Background: an optimization exercise with open tools, aiming at small area, a short achievable clock period and few clock cycles per item. Do not read the settings as production practice.

==> 07-04 <==
## dwibus_codec
module dwibus_codec (
    input  wire         clk,
    input  wire         rst,         
    input  wire         start,       
    input  wire         op,          
    input  wire [7:0]   self_addr,   
    input  wire [479:0] frame_in,
    output wire         ready,
    output reg          done,        
    output wire [7:0]   status,
    output wire [7:0]   crc,
    output wire [479:0] frame_out
);
export LEC_CHECK = 0
export CAP_MARGIN = 20
export CORE_AREA = 10 10 290 290
export DIE_AREA = 0 0 300 300
export PLACE_DENSITY = 0.6
export SETUP_SLACK_MARGIN = 2.5
export SLEW_MARGIN = 20
export SYNTH_HIERARCHICAL = 1
export SYNTH_MINIMUM_KEEP_SIZE = 0
create_clock -name core_clock -period 5.0 [get_ports {clk}]
standard.sh (not shown) runs the stock make flow with config.mk's settings and CLKGATE_MAP_FILE= SYNTH_SCRIPT=/design/flow/synth_recipe.tcl, a recipe that flattens the netlist after the stock synthesis.
==> flow/flow/run.sh <==
#!/bin/bash
# Own layout flow: the standard flow, with each port buffered by the
# smallest buffer (buf_1) instead of the one buffer_ports picks by default.
set -euo pipefail
bash standard.sh "BUFFER_PORTS_ARGS=-buffer_cell sky130_fd_sc_hd__buf_1" finish > standard_flow.log 2>&1
==> 03-13 (differences from 07-04) <==
--- a/flow/design.v
+++ b/flow/design.v
@@ -16,15 +16,20 @@
     reg [439:0] img;       
     reg [7:0]   pc_q;      
     reg [7:0]   ps_q;      
     reg         chk_q;     
     reg [3:0]   pre_q;     
     reg [7:0]   crc_q;
-    reg [7:0]   syn_q;     
+    reg [3:0]   synz_q;    
     wire [15:0] part_in;   
     wire [15:0] crc_syn;   
+    wire [3:0]  synz;      
+    dw_nor2 u_z0 (.a(crc_syn[8]),  .b(crc_syn[9]),  .y(synz[0]));
+    dw_nor2 u_z1 (.a(crc_syn[10]), .b(crc_syn[11]), .y(synz[1]));
+    dw_nor2 u_z2 (.a(crc_syn[12]), .b(crc_syn[13]), .y(synz[2]));
+    dw_nor2 u_z3 (.a(crc_syn[14]), .b(crc_syn[15]), .y(synz[3]));
     assign ready = ~busy;
     wire [15:0] m01 = op ? fi[15:0] : 16'h55AA;
     wire p0;
     dw_xor2 u_p0 (.a(fi[63]), .b(fi[176]), .y(p0));
     wire p1;
     dw_xor2 u_p1 (.a(fi[305]), .b(fi[434]), .y(p1));
@@ -1600,25 +1605,42 @@
             busy <= 1'b0;
             done <= 1'b0;
         end else begin
             busy <= ~busy & start;
             done <= busy;
         end
+        pc_q  <= part_in[7:0];
+        ps_q  <= part_in[15:8];
         if (!busy) begin
             img   <= fi[2*8 +: 440];
-            pc_q  <= part_in[7:0];
-            ps_q  <= part_in[15:8];
             chk_q <= chk_in;
             pre_q <= pre_in;
         end
         crc_q <= crc_syn[7:0];
-        syn_q <= crc_syn[15:8];
+        synz_q <= synz;
     end
-    wire       crc_bad = chk_q & (|syn_q);
-    wire [3:0] st      = crc_bad ? 4'h9 : pre_q;
+    wire syn_nz;
+    wire [3:0] st;
+    dw_nand4 u_nz  (.a(synz_q[0]), .b(synz_q[1]), .c(synz_q[2]), .d(synz_q[3]), .y(syn_nz));
+    dw_ao21  u_st0 (.a(chk_q), .b(syn_nz), .c(pre_q[0]), .y(st[0]));
+    dw_ai21b u_st1 (.a(chk_q), .b(syn_nz), .c(pre_q[1]), .y(st[1]));
+    dw_ai21b u_st2 (.a(chk_q), .b(syn_nz), .c(pre_q[2]), .y(st[2]));
+    dw_ao21  u_st3 (.a(chk_q), .b(syn_nz), .c(pre_q[3]), .y(st[3]));
     assign status    = {3'b000, st[3], 1'b0, st[2:0]};
     assign crc       = crc_q;
     assign frame_out = {8'h0A, 8'h0D, crc_q, img, 8'h55, 8'hAA};
 endmodule
+module dw_nor2 (input wire a, input wire b, output wire y);
+    assign y = ~(a | b);
+endmodule
+module dw_nand4 (input wire a, input wire b, input wire c, input wire d, output wire y);
+    assign y = ~(a & b & c & d);
+endmodule
+module dw_ao21 (input wire a, input wire b, input wire c, output wire y);
+    assign y = (a & b) | c;
+endmodule
+module dw_ai21b (input wire a, input wire b, input wire c, output wire y);
+    assign y = c & ~(a & b);
+endmodule
 module dw_xor2 (input wire a, input wire b, output wire y);
     assign y = a ^ b;
 endmodule
--- a/flow/config.mk
+++ b/flow/config.mk
@@ -6,10 +6,10 @@
 export NUM_CORES = 4
 export LEC_CHECK = 0
 export CAP_MARGIN = 20
 export CORE_AREA = 10 10 290 290
 export DIE_AREA = 0 0 300 300
 export PLACE_DENSITY = 0.6
-export SETUP_SLACK_MARGIN = 2.5
+export SETUP_SLACK_MARGIN = 2.3
 export SLEW_MARGIN = 20
 export SYNTH_HIERARCHICAL = 1
 export SYNTH_MINIMUM_KEEP_SIZE = 0
==> results.json <==
{
  "outcome": "no timing/DRC/antenna violations",
  "synthXorXnorAreaFrac_pct": 31.5,
  "syn_avg_cell_area_sq_um": 15.9,
  "clk_pin_slew_ns": 0.06,
  "clock_sinks": 479,
  "antenna_found_initial": 18,
  "clock_power_w": 0.00408,
  "worstSetupPathDepth": 4,
  "drt_iter0_markers": 818,
  "seq_share_pct": 42.2,
  "dr_wl_met2_mm": 52.6
}
-- figures above: 07-04

==> results.json <==
{
  "dr_wl_met2_mm": 49.1,
  "clk_pin_slew_ns": 0.07,
  "clock_power_w": 0.00394,
  "outcome": "no timing/DRC/antenna violations",
  "worstSetupPathDepth": 10,
  "synthXorXnorAreaFrac_pct": 31.8
}
-- figures above: 03-13

Function was not checked in any run of this note: the RTL went through the layout flow alone.

==> port drivers added, routing unchanged <==
The flow's constraints put no driver on any port. The routed layouts listed below were extracted and timed again, unchanged, in two steps. Step 1, drivers: a clkbuf_16 drives clk and a buf_2 each remaining input, both assumed. Step 2 adds t to the input delays and takes it off the output delays; t is the mean of the earliest and latest rising clock arrival at the registers after step 1. Input paths then give back, and output paths get back, about the clock's delay inside the block. a / b / c = ideal / step 1 / step 2; a / b = the first two.
run | shift t [ns] | slack for setup (ns) | worst setup path at the end | worst register clock-pin slew, ns | pins driven straight from the clock port
07-04 | 0.665 | 1.904 / 1.836 / 1.946 | input to register | 0.07 / 0.07 | 1
03-13 | 0.677 | 2.306 / 2.306 / 1.749 | input to register | 0.07 / 0.07 | 1
After both steps every run listed still meets setup and hold. The setup slack of 03-13, which loses most, moves by 0.000 ns with the drivers and by -0.557 ns with both steps.
